Context: an optimization exercise on an open-source flow, tuned for small area, a short achievable clock period and few clock cycles per item. The choices shown serve that exercise and are no tape-out recipe.
Where RTL was checked, it was by simulation tests only, not by an equivalence proof against the original.
Power is estimated from default activity; no workload was simulated.

==> job 9846: inputs <==
==> flow/design.v <==
module vesc_fext (
    input  wire       clk,
    input  wire       rst,
    input  wire       in_valid,
    input  wire [7:0] in_data,
    input  wire       in_last,
    output wire       in_ready,
    output wire       out_valid,
    output wire [7:0] out_data,
    output wire       out_last,
    output wire       out_found,
    output wire [6:0] out_len,
    input  wire       out_ready
);
    function [15:0] crc_step;
        input [15:0] c;
        input [7:0]  b;
        reg   [15:0] t;
        begin
            t = {c[7:0], c[15:8]};
            t = t ^ {8'h00, b};
            t = t ^ {12'h000, t[7:4]};
            t = t ^ {t[3:0], 12'h000};
            t = t ^ {3'b000, t[7:0], 5'b00000};
            crc_step = t;
        end
    endfunction
    reg  [1023:0] ring;
    reg  [6:0]    T, T1;     
    wire [7:0]    r127 = ring[1023:1016];
    wire [7:0]    r126 = ring[1015:1008];
    wire [7:0]    tap  = ring[1007:1000];
    reg        iv;           
    reg        iw;           
    reg        ie;           
    reg        il;           
    reg [7:0]  id;
    always @(posedge clk)
        ring <= {ring[1015:0], iw ? id : r127};
    reg        dv;           
    reg        dbig, dovf;
    reg        bf;           
    reg        bsel;         
    wire [6:0] bL, bp;
    wire       rescan = dv & dovf & ~bf & ~dbig;
    wire       push   = dv & ~rescan;
    wire       pfound = bf & ~dbig;
    wire [6:0] pL     = pfound ? bL : 7'd0;
    wire       pF     = pfound & (bL != 7'd0);
    reg [3:0]  v;            
    reg [3:0]  qf, qF;       
    reg [6:0]  qL0, qL1, qL2, qL3;
    reg [6:0]  qp0, qp1, qp2, qp3;
    reg [3:0]  mr;           
    reg [6:0]  left;         
    reg        lz;           
    reg        ov;           
    wire       F0 = v[0] & qF[0];
    wire       F1 = v[1] & qF[1];
    wire       F2 = v[2] & qF[2];
    wire       F3 = v[3] & qF[3];
    wire       avail = v[0] & (~qF[0] | mr[0]);
    wire       lastb = ~qF[0] | lz;
    wire       ld    = ~ov | out_ready;
    wire       take  = ld & avail;
    wire       pop   = take & lastb;
    wire       cap   = take & F0;
    wire       busyT = F0 ? mr[0] : F1 ? mr[1] : F2 ? mr[2] : F3 & mr[3];
    wire       sfree = ~busyT | cap;
    reg        in_ready_r;
    reg        inbuf;        
    reg [7:0]  rem;          
    reg        big_acc;      
    reg [6:0]  jd;           
    reg        jbad;         
    reg [2:0]  owed;         
    reg        ovf;          
    reg        rs;           
    wire xfer   = in_valid & in_ready_r;
    wire nb127  = inbuf & (iv ? (rem == 8'hFE) : (rem == 8'hFD));
    wire start  = xfer & ~inbuf;
    wire [2:0] owed_n = owed + {2'b00, start} - {2'b00, pop};
    wire o0 = (owed == 3'd0), o1 = (owed == 3'd1), o3 = (owed < 3'd3), o4 = ~owed[2];
    wire z_ns  = pop ? o1 : o0;
    wire lt_ns = pop | o4;
    wire lt_s  = pop ? o4 : o3;
    wire al    = (jd == 7'd0);
    wire jok   = al | ~jbad;
    wire z_x   = inbuf & z_ns;
    wire lt_x  = inbuf ? lt_ns : lt_s;
    wire rdy_x  = in_last ? (~ovf & ~rs & (z_x | (lt_x & sfree & (~big_acc | jok))))
                          : (big_acc | nb127 | sfree);
    wire rdy_nx = big_acc ? 1'b1 :
                  inbuf   ? (al & sfree) :
                  (~ovf & ~rs & (z_ns | (lt_ns & jok & sfree)));
    wire rdy_n  = xfer ? rdy_x : rdy_nx;
    reg        rsw;          
    reg        rsf;          
    reg [6:0]  rs_start;     
    reg [6:0]  rs_last;      
    wire       rs_go   = rsw & (T == rs_start);
    wire       feed    = rs_go | rsf;
    wire       feedend = (T == rs_last);
    always @(posedge clk) begin
        id <= rs ? r126 : in_data;
        il <= rs ? feedend : in_last;
        if (rst) begin
            in_ready_r <= 1'b0;
            iv      <= 1'b0;
            iw      <= 1'b0;
            ie      <= 1'b0;
            inbuf   <= 1'b0;
            big_acc <= 1'b0;
            jd      <= 7'd0;
            jbad    <= 1'b0;
            owed    <= 3'd0;
            rsf     <= 1'b0;
            rsw     <= 1'b0;
        end else begin
            in_ready_r <= rdy_n;
            iv      <= rs ? feed : (xfer & ~big_acc);
            iw      <= xfer & ~big_acc;
            ie      <= xfer & in_last;
            owed    <= owed_n;
            if (xfer) begin
                inbuf   <= ~in_last;
                big_acc <= ~in_last & (big_acc | nb127);
            end
            if (xfer & ~big_acc) begin
                jd   <= 7'd1;
                jbad <= ~sfree;
            end else begin
                jd   <= jd + 7'd1;
                if (jd == 7'd127)
                    jbad <= 1'b0;
                else if (~sfree | (push & rs))
                    jbad <= 1'b1;
            end
            rsf <= feed & ~feedend;
            rsw <= (rsw & ~rs_go) | rescan;
        end
    end
    reg        d1_03, d2_03, d1_00;
    reg [7:0]  ovf_rem;      
    reg        bz0, bz1;     
    reg [15:0] crc0, crc1;
    reg [6:0]  cnt0, cnt1;
    reg [6:0]  L0, L1;
    reg [6:0]  p0s, p1s;     
    reg        o;            
    wire       ev    = iv;
    wire [7:0] eb    = id;
    wire       eend  = rs ? (iv & il) : ie;
    wire       bign  = ie & ~iw;    
    assign bL = bsel ? L1 : L0;
    assign bp = bsel ? p1s : p0s;
    wire t0 = bz0 & (cnt0 == 7'd0);
    wire t1 = bz1 & (cnt1 == 7'd0);
    wire is03 = (eb == 8'h03);
    wire pa0 = ev & t0 & is03 & (crc0 == 16'd0) & ((L0 != 7'd0) | ~il);
    wire pa1 = ev & t1 & is03 & (crc1 == 16'd0) & ((L1 != 7'd0) | ~il);
    wire w1  = pa1 & ~(pa0 & o);              
    wire pany = pa0 | pa1;
    wire cand  = ev & d2_03 & d1_00 & ~rem[7] & (eb <= rem);
    wire aok   = cand & ~bf & ~ovf;
    wire fr0   = ~bz0 | t0;
    wire fr1   = ~bz1 | t1;
    wire al0   = aok & fr0;
    wire al1   = aok & ~fr0 & fr1;
    wire alx   = aok & ~fr0 & ~fr1;
    wire [6:0] Tm1 = T - 7'd1;
    wire [7:0] rem5 = rem + 8'd5;
    always @(posedge clk) begin
        if (ev) begin
            if (bz0 & ~t0) begin crc0 <= crc_step(crc0, eb); cnt0 <= cnt0 - 7'd1; end
            if (bz1 & ~t1) begin crc1 <= crc_step(crc1, eb); cnt1 <= cnt1 - 7'd1; end
            if (al0) begin crc0 <= 16'd0; cnt0 <= eb[6:0] + 7'd2; end
            if (al1) begin crc1 <= 16'd0; cnt1 <= eb[6:0] + 7'd2; end
            if (al0 & ~pa0) begin L0 <= eb[6:0]; p0s <= Tm1; end
            if (al1 & ~pa1) begin L1 <= eb[6:0]; p1s <= Tm1; end
            if (pany) bsel <= w1;
            if (alx) begin
                ovf_rem  <= rem + 8'd2;
                rs_start <= T - 7'd3;
            end
        end
        if (eend & ~rs)
            rs_last <= Tm1;
        if (rst) begin
            rem <= 8'd124;
            d1_03 <= 1'b0; d2_03 <= 1'b0; d1_00 <= 1'b0;
            ovf <= 1'b0; rs <= 1'b0;
            bz0 <= 1'b0; bz1 <= 1'b0; o <= 1'b0; bf <= 1'b0;
            dv <= 1'b0; dbig <= 1'b0; dovf <= 1'b0;
        end else begin
            dv <= eend;
            if (eend) begin
                dbig <= bign;
                dovf <= ovf & ({~rem5[7], rem5[6:0]} <= {~ovf_rem[7], ovf_rem[6:0]});
            end
            if (eend) begin
                rem <= 8'd124;
                d1_03 <= 1'b0; d2_03 <= 1'b0; d1_00 <= 1'b0;
                bz0 <= 1'b0; bz1 <= 1'b0;
                if (pany) bf <= 1'b1;
            end else if (ev) begin
                rem   <= rem - 8'd1;
                d1_03 <= is03;
                d2_03 <= d1_03;
                d1_00 <= (eb == 8'h00);
                if (pany) bf <= 1'b1;
                if (alx & ~pany) ovf <= 1'b1;
                if (al0 & ~pany) bz0 <= 1'b1;
                else if (t0 | (pa1 & ~o)) bz0 <= 1'b0;
                if (al1 & ~pany) bz1 <= 1'b1;
                else if (t1 | (pa0 & o)) bz1 <= 1'b0;
                if (al0) o <= 1'b0;
                if (al1) o <= 1'b1;
            end
            if (dv) begin
                bf  <= 1'b0;
                ovf <= 1'b0;
                rs  <= rescan;
                if (rescan)
                    rem <= ovf_rem;
            end
        end
    end
    reg [7:0] od;
    reg       olast, ofound;
    reg [6:0] olen;
    wire [3:0] pa = {4{push}} & ~v & {v[2:0], 1'b1};
    wire [3:0] pb = {4{push}} & v & ~{1'b0, v[3:1]};
    wire cB  = (bp  == T1);
    wire c0  = (qp0 == T1), c1 = (qp1 == T1), c2 = (qp2 == T1), c3 = (qp3 == T1);
    always @(posedge clk) begin
        if (pop) begin
            if (pb[0]) begin qf[0] <= pfound; qF[0] <= pF; qL0 <= pL; qp0 <= bp; mr[0] <= cB; end
            else       begin qf[0] <= qf[1];  qF[0] <= qF[1]; qL0 <= qL1; qp0 <= qp1; mr[0] <= c1; end
            if (pb[1]) begin qf[1] <= pfound; qF[1] <= pF; qL1 <= pL; qp1 <= bp; mr[1] <= cB; end
            else       begin qf[1] <= qf[2];  qF[1] <= qF[2]; qL1 <= qL2; qp1 <= qp2; mr[1] <= c2; end
            if (pb[2]) begin qf[2] <= pfound; qF[2] <= pF; qL2 <= pL; qp2 <= bp; mr[2] <= cB; end
            else       begin qf[2] <= qf[3];  qF[2] <= qF[3]; qL2 <= qL3; qp2 <= qp3; mr[2] <= c3; end
            if (pb[3]) begin qf[3] <= pfound; qF[3] <= pF; qL3 <= pL; qp3 <= bp; mr[3] <= cB; end
            else mr[3] <= c3;
            left <= pb[0] ? pL - 7'd1 : qL1 - 7'd1;
            lz   <= pb[0] ? (pL == 7'd1) : (qL1 == 7'd1);
        end else begin
            if (pa[0]) begin qf[0] <= pfound; qF[0] <= pF; qL0 <= pL; qp0 <= bp; mr[0] <= cB; end
            else if (cap) begin qp0 <= qp0 + 7'd1; mr[0] <= 1'b1; end
            else mr[0] <= c0;
            if (pa[1]) begin qf[1] <= pfound; qF[1] <= pF; qL1 <= pL; qp1 <= bp; mr[1] <= cB; end
            else mr[1] <= c1;
            if (pa[2]) begin qf[2] <= pfound; qF[2] <= pF; qL2 <= pL; qp2 <= bp; mr[2] <= cB; end
            else mr[2] <= c2;
            if (pa[3]) begin qf[3] <= pfound; qF[3] <= pF; qL3 <= pL; qp3 <= bp; mr[3] <= cB; end
            else mr[3] <= c3;
            if (pa[0]) begin
                left <= pL - 7'd1;
                lz   <= (pL == 7'd1);
            end else if (cap) begin
                left <= left - 7'd1;
                lz   <= (left == 7'd1);
            end
        end
        od     <= ({8{ld & F0}} & tap)   | ({8{~ld}} & od);
        olast  <= (ld & lastb)           | (~ld & olast);
        ofound <= (ld & qf[0])           | (~ld & ofound);
        olen   <= ({7{ld}} & qL0)        | ({7{~ld}} & olen);
        if (rst) begin
            v <= 4'd0; ov <= 1'b0;
            T <= 7'd0; T1 <= 7'd1;
        end else begin
            T  <= T + 7'd1;
            T1 <= T1 + 7'd1;
            v  <= pop ? ({1'b0, v[3:1]} | pb) : (v | pa);
            ov <= (ld & avail) | (~ld & ov);
        end
    end
    assign in_ready  = in_ready_r;
    assign out_valid = ov;
    assign out_data  = od;
    assign out_last  = olast;
    assign out_found = ofound;
    assign out_len   = olen;
endmodule
==> flow/flow/run.sh <==
#!/bin/bash
# Standard layout (standard.sh: the standard flow's synthesis and ORFS flow, unchanged),
# with two repair settings of ORFS passed through the environment:
#  - port buffers use buf_4 instead of the default pick, and
#  - repair_timing aims for a setup slack margin of 6.8 ns.
# The full make output goes to standard.log here; ORFS's per-step logs are
# under orfs/logs/.
set -euo pipefail
export BUFFER_PORTS_ARGS="-buffer_cell sky130_fd_sc_hd__buf_4"
export SETUP_SLACK_MARGIN=6.8
bash standard.sh > standard.log 2>&1
==> flow/standard.sh <==
#!/bin/bash
# synth_recipe.tcl (not shown) runs the flow's synth.tcl, then flattens the netlist and writes it again
# the make line also repeats each setting of config.mk as NAME=value (left out here)
make -C /OpenROAD-flow-scripts/flow DESIGN_CONFIG=/design/flow/config.mk WORK_HOME=/design/flow/orfs CLKGATE_MAP_FILE= SYNTH_SCRIPT=/design/flow/synth_recipe.tcl "${@:-finish}"
==> flow/config.mk <==
export PLATFORM = sky130hd
export DESIGN_NAME = vesc_fext
export DESIGN_NICKNAME = vesc_fext
export VERILOG_FILES = /design/flow/design.v
export SDC_FILE = /design/flow/constraint.sdc
export NUM_CORES = 4
export LEC_CHECK = 0
export CAP_MARGIN = 20
export CORE_MARGIN = 2
export CORE_UTILIZATION = 40
export CTS_CLUSTER_DIAMETER = 60
export CTS_CLUSTER_SIZE = 32
export SLEW_MARGIN = 20
==> flow/constraint.sdc <==
create_clock -name core_clock -period 10.0 [get_ports {clk}]
set_input_delay 2.0000 -clock core_clock [delete_from_list [all_inputs] [get_ports {clk}]]
set_output_delay 2.0000 -clock core_clock [all_outputs]
set_load 0.01 [all_outputs]
==> job 4780 (differences from job 9846) <==
==> flow/design.v, changed modules only <==
module vesc_fext (
    input  wire       clk,
    input  wire       rst,
    input  wire       in_valid,
    input  wire [7:0] in_data,
    input  wire       in_last,
    output wire       in_ready,
    output wire       out_valid,
    output wire [7:0] out_data,
    output wire       out_last,
    output wire       out_found,
    output wire [6:0] out_len,
    input  wire       out_ready
);
    function [15:0] crc_step;
        input [15:0] c;
        input [7:0]  b;
        reg   [15:0] t;
        begin
            t = {c[7:0], c[15:8]};
            t = t ^ {8'h00, b};
            t = t ^ {12'h000, t[7:4]};
            t = t ^ {t[3:0], 12'h000};
            t = t ^ {3'b000, t[7:0], 5'b00000};
            crc_step = t;
        end
    endfunction
    reg  [1023:0] ring;
    reg  [6:0]    T, T1;     
    wire [7:0]    r127 = ring[1023:1016];
    wire [7:0]    r126 = ring[1015:1008];
    wire [7:0]    tap  = ring[1007:1000];
    reg        iv;           
    reg        iw;           
    reg        ie;           
    reg        il;           
    reg [7:0]  id;
    always @(posedge clk)
        ring <= {ring[1015:0], iw ? id : r127};
    reg        dv;           
    reg        dbig, dovf;
    reg        bf;           
    reg [6:0]  bL, bp;
    wire       rescan = dv & dovf & ~bf & ~dbig;
    wire       push   = dv & ~rescan;
    wire       pfound = bf & ~dbig;
    wire [6:0] pL     = pfound ? bL : 7'd0;
    wire       pF     = pfound & (bL != 7'd0);
    reg [3:0]  v;            
    reg [3:0]  qf, qF;       
    reg [6:0]  qL0, qL1, qL2, qL3;
    reg [6:0]  qp0, qp1, qp2, qp3;
    reg [3:0]  mr;           
    reg [6:0]  left;         
    reg        lz;           
    reg        ov;
    wire       F0 = v[0] & qF[0];
    wire       F1 = v[1] & qF[1];
    wire       F2 = v[2] & qF[2];
    wire       F3 = v[3] & qF[3];
    wire       avail = v[0] & (~qF[0] | mr[0]);
    wire       lastb = ~qF[0] | lz;
    wire       ld    = ~ov | out_ready;
    wire       take  = ld & avail;
    wire       pop   = take & lastb;
    wire       cap   = take & F0;
    wire       busyT = F0 ? mr[0] : F1 ? mr[1] : F2 ? mr[2] : F3 & mr[3];
    wire       sfree = ~busyT | cap;
    reg        in_ready_r;
    reg        inbuf;        
    reg [6:0]  nb;           
    reg        big_acc;      
    reg [6:0]  jd;           
    reg        jbad;         
    reg [2:0]  owed;         
    reg        ovf;          
    reg        rs;           
    wire xfer   = in_valid & in_ready_r;
    wire start  = xfer & ~inbuf;
    wire [2:0] owed_n = owed + {2'b00, start} - {2'b00, pop};
    wire o0 = (owed == 3'd0), o1 = (owed == 3'd1), o3 = (owed < 3'd3), o4 = ~owed[2];
    wire z_ns  = pop ? o1 : o0;
    wire lt_ns = pop | o4;
    wire lt_s  = pop ? o4 : o3;
    wire al    = (jd == 7'd0);
    wire jok   = al | ~jbad;
    wire z_x   = inbuf & z_ns;
    wire lt_x  = inbuf ? lt_ns : lt_s;
    wire rdy_x  = in_last ? (~ovf & ~rs & (z_x | (lt_x & sfree & (~big_acc | jok))))
                          : (big_acc | (nb == 7'd127) | sfree);
    wire rdy_nx = big_acc ? 1'b1 :
                  inbuf   ? (al & sfree) :
                  (~ovf & ~rs & (z_ns | (lt_ns & jok & sfree)));
    wire rdy_n  = xfer ? rdy_x : rdy_nx;
    reg        rsw;          
    reg        rsf;          
    reg [6:0]  rs_start;     
    reg [6:0]  rs_last;      
    wire       rs_go   = rsw & (T == rs_start);
    wire       feed    = rs_go | rsf;
    wire       feedend = (T == rs_last);
    always @(posedge clk) begin
        id <= rs ? r126 : in_data;
        il <= rs ? feedend : in_last;
        if (rst) begin
            in_ready_r <= 1'b0;
            iv      <= 1'b0;
            iw      <= 1'b0;
            ie      <= 1'b0;
            inbuf   <= 1'b0;
            nb      <= 7'd0;
            big_acc <= 1'b0;
            jd      <= 7'd0;
            jbad    <= 1'b0;
            owed    <= 3'd0;
            rsf     <= 1'b0;
            rsw     <= 1'b0;
        end else begin
            in_ready_r <= rdy_n;
            iv      <= rs ? feed : (xfer & ~big_acc);
            iw      <= xfer & ~big_acc;
            ie      <= xfer & in_last;
            owed    <= owed_n;
            if (xfer) begin
                inbuf   <= ~in_last;
                big_acc <= ~in_last & (big_acc | (nb == 7'd127));
                nb      <= in_last ? 7'd0 : nb + {6'd0, ~big_acc};
            end
            if (xfer & ~big_acc) begin
                jd   <= 7'd1;
                jbad <= ~sfree;
            end else begin
                jd   <= jd + 7'd1;
                if (jd == 7'd127)
                    jbad <= 1'b0;
                else if (~sfree | (push & rs))
                    jbad <= 1'b1;
            end
            rsf <= feed & ~feedend;
            rsw <= (rsw & ~rs_go) | rescan;
        end
    end
    reg [7:0]  rem;          
    reg        d1_03, d2_03, d1_00;
    reg [7:0]  ovf_rem;      
    reg        bz0, bz1;     
    reg [15:0] crc0, crc1;
    reg [6:0]  cnt0, cnt1;
    reg [6:0]  L0, L1;
    reg [6:0]  p0s, p1s;     
    reg        o;            
    wire       ev    = iv;
    wire [7:0] eb    = id;
    wire       eend  = rs ? (iv & il) : ie;
    wire       bign  = ie & ~iw;    
    wire t0 = bz0 & (cnt0 == 7'd0);
    wire t1 = bz1 & (cnt1 == 7'd0);
    wire is03 = (eb == 8'h03);
    wire pa0 = ev & t0 & is03 & (crc0 == 16'd0) & ((L0 != 7'd0) | ~il);
    wire pa1 = ev & t1 & is03 & (crc1 == 16'd0) & ((L1 != 7'd0) | ~il);
    wire w1  = pa1 & ~(pa0 & o);              
    wire pany = pa0 | pa1;
    wire cand  = ev & d2_03 & d1_00 & ~rem[7] & (eb <= rem);
    wire aok   = cand & ~bf & ~ovf;
    wire fr0   = ~bz0 | t0;
    wire fr1   = ~bz1 | t1;
    wire al0   = aok & fr0;
    wire al1   = aok & ~fr0 & fr1;
    wire alx   = aok & ~fr0 & ~fr1;
    wire [6:0] Tm1 = T - 7'd1;
    wire [7:0] rem5 = rem + 8'd5;
    always @(posedge clk) begin
        if (ev) begin
            if (bz0 & ~t0) begin crc0 <= crc_step(crc0, eb); cnt0 <= cnt0 - 7'd1; end
            if (bz1 & ~t1) begin crc1 <= crc_step(crc1, eb); cnt1 <= cnt1 - 7'd1; end
            if (al0) begin crc0 <= 16'd0; cnt0 <= eb[6:0] + 7'd2; L0 <= eb[6:0]; p0s <= Tm1; end
            if (al1) begin crc1 <= 16'd0; cnt1 <= eb[6:0] + 7'd2; L1 <= eb[6:0]; p1s <= Tm1; end
            if (pany) begin bL <= w1 ? L1 : L0; bp <= w1 ? p1s : p0s; end
            if (alx) begin
                ovf_rem  <= rem + 8'd2;
                rs_start <= T - 7'd3;
            end
        end
        if (eend & ~rs)
            rs_last <= Tm1;
        if (rst) begin
            rem <= 8'd124;
            d1_03 <= 1'b0; d2_03 <= 1'b0; d1_00 <= 1'b0;
            ovf <= 1'b0; rs <= 1'b0;
            bz0 <= 1'b0; bz1 <= 1'b0; o <= 1'b0; bf <= 1'b0;
            dv <= 1'b0; dbig <= 1'b0; dovf <= 1'b0;
        end else begin
            dv <= eend;
            if (eend) begin
                dbig <= bign;
                dovf <= ovf & ($signed(rem5) <= $signed(ovf_rem));
            end
            if (eend) begin
                rem <= 8'd124;
                d1_03 <= 1'b0; d2_03 <= 1'b0; d1_00 <= 1'b0;
                bz0 <= 1'b0; bz1 <= 1'b0;
                if (pany) bf <= 1'b1;
            end else if (ev) begin
                rem   <= rem - 8'd1;
                d1_03 <= is03;
                d2_03 <= d1_03;
                d1_00 <= (eb == 8'h00);
                if (pany) bf <= 1'b1;
                if (alx & ~pany) ovf <= 1'b1;
                if (al0 & ~pany) bz0 <= 1'b1;
                else if (t0 | (pa1 & ~o)) bz0 <= 1'b0;
                if (al1 & ~pany) bz1 <= 1'b1;
                else if (t1 | (pa0 & o)) bz1 <= 1'b0;
                if (al0) o <= 1'b0;
                if (al1) o <= 1'b1;
            end
            if (dv) begin
                bf  <= 1'b0;
                ovf <= 1'b0;
                rs  <= rescan;
                if (rescan)
                    rem <= ovf_rem;
            end
        end
    end
    reg [7:0] od;
    reg       olast, ofound;
    reg [6:0] olen;
    wire [3:0] vn = pop ? {1'b0, v[3:1]} : v;
    wire [3:0] pk = push ? (vn ^ {vn[2:0], 1'b1}) : 4'd0;
    wire cB  = (bp  == T1);
    wire c0  = (qp0 == T1), c1 = (qp1 == T1), c2 = (qp2 == T1), c3 = (qp3 == T1);
    always @(posedge clk) begin
        if (pop) begin
            qf[2:0] <= qf[3:1]; qF[2:0] <= qF[3:1];
            qL0 <= qL1; qL1 <= qL2; qL2 <= qL3;
            qp0 <= qp1; qp1 <= qp2; qp2 <= qp3;
            mr[0] <= c1; mr[1] <= c2; mr[2] <= c3;
        end else begin
            if (cap) begin qp0 <= qp0 + 7'd1; mr[0] <= 1'b1; end
            else mr[0] <= c0;
            mr[1] <= c1; mr[2] <= c2; mr[3] <= c3;
        end
        if (pk[0]) begin qf[0] <= pfound; qF[0] <= pF; qL0 <= pL; qp0 <= bp; mr[0] <= cB; end
        if (pk[1]) begin qf[1] <= pfound; qF[1] <= pF; qL1 <= pL; qp1 <= bp; mr[1] <= cB; end
        if (pk[2]) begin qf[2] <= pfound; qF[2] <= pF; qL2 <= pL; qp2 <= bp; mr[2] <= cB; end
        if (pk[3]) begin qf[3] <= pfound; qF[3] <= pF; qL3 <= pL; qp3 <= bp; mr[3] <= cB; end
        if (pop) begin
            left <= pk[0] ? pL - 7'd1 : qL1 - 7'd1;
            lz   <= pk[0] ? (pL == 7'd1) : (qL1 == 7'd1);
        end else if (cap) begin
            left <= left - 7'd1;
            lz   <= (left == 7'd1);
        end else if (pk[0]) begin
            left <= pL - 7'd1;
            lz   <= (pL == 7'd1);
        end
        if (ld) begin
            od     <= F0 ? tap : 8'h00;
            olast  <= lastb;
            ofound <= qf[0];
            olen   <= qL0;
        end
        if (rst) begin
            v <= 4'd0; ov <= 1'b0;
            T <= 7'd0; T1 <= 7'd1;
        end else begin
            T  <= T + 7'd1;
            T1 <= T1 + 7'd1;
            v  <= vn | pk;
            if (ld) ov <= avail;
        end
    end
    assign in_ready  = in_ready_r;
    assign out_valid = ov;
    assign out_data  = od;
    assign out_last  = olast;
    assign out_found = ofound;
    assign out_len   = olen;
endmodule
==> flow/run.sh (new file) <==
#!/bin/bash
# synth_recipe.tcl (not shown) runs the flow's synth.tcl, then flattens the netlist and writes it again
# the make line also repeats each setting of config.mk as NAME=value (left out here)
make -C /OpenROAD-flow-scripts/flow DESIGN_CONFIG=/design/flow/config.mk WORK_HOME=/design/flow/orfs CLKGATE_MAP_FILE= SYNTH_SCRIPT=/design/flow/synth_recipe.tcl finish
Settings changed: ABC_CLOCK_PERIOD_IN_PS from default to 4000, CORE_UTILIZATION 40 to 65, CTS_CLUSTER_DIAMETER 60 to default, CTS_CLUSTER_SIZE 32 to default, SETUP_SLACK_MARGIN from default to 5.
removed: flow/flow/run.sh
removed: flow/standard.sh
==> qor summary <==
	job 4780	job 9846
Total of flip-flops plus latches after synthesis	1301	1281
Global-route met2 utilization	33.7%	16.8%
Effective utilization at floorplan	65.4%	40.2%
FMAX	0.215 GHz	0.314 GHz
Slowest cell on crit path	sky130_fd_sc_hd__nand2_1	sky130_fd_sc_hd__edfxtp_1
Lkg Pwr	15.2 nW	14.3 nW
Switching share of power	19.7%	21.9%
Total number of vias	15387	14907
Setup bufs post-CTS	3	4
Number of enable-type register cells in the synthesized netlist	200	178
Launching point of the worst reg2reg path	id[0]	rem[2]
Switching power summed over all nets	1.95 mW	1.90 mW
Placed cells	2883	3266
Core area	52200 um2	83200 um2
Post-Route Skew	0.0375 ns	0.0414 ns
Result of the run	complete, no violations	complete, no violations
Count of plain and timing-repair buffers	42	40
Post-place instance area	35200 um2	34900 um2
Cell Count, Final, Fillers Out	3093	3389
Power per Cell Area	254 nW/um2	232 nW/um2
Testbench counts of job 9846, summed over its fixed seeds: cycles 93,964, items 1,280.
Function not checked in job 4780: the RTL went through the layout flow alone.

## separate check: timing with driven ports
How much do the figures lean on ideal ports? The routed layouts below were timed once more, with nothing changed but the port constraints.
Step 1 sets driving cells, clkbuf_16 on the clock port and buf_2 on the other inputs (assumed; they add their load-dependent delay and slew).
Step 2 adds t to the input delays and takes it off the output delays; t is the mean of the earliest and latest rising clock arrival at the registers after step 1. Input paths then give back, and output paths get back, about the clock's delay inside the block.
Three values: ideal ports, drivers, drivers and shift; two values: the first two.
| run | t, ns | setup slack, ns | hold WS [ns] | latest minus earliest clock arrival (ns) |
|---|---|---|---|---|
| job 9846 | 0.685 | 6.815 / 6.756 / 6.261 | 0.307 / 0.307 / 0.307 | 0.052 / 0.052 |
| job 4780 | 0.704 | 5.348 / 5.376 / 4.673 | 0.316 / 0.316 / 0.316 | 0.041 / 0.041 |
After both steps setup and hold are still met in every run listed. For job 4780, which loses most, drivers alone change the setup slack by +0.028 ns; drivers and shift together by -0.675 ns.
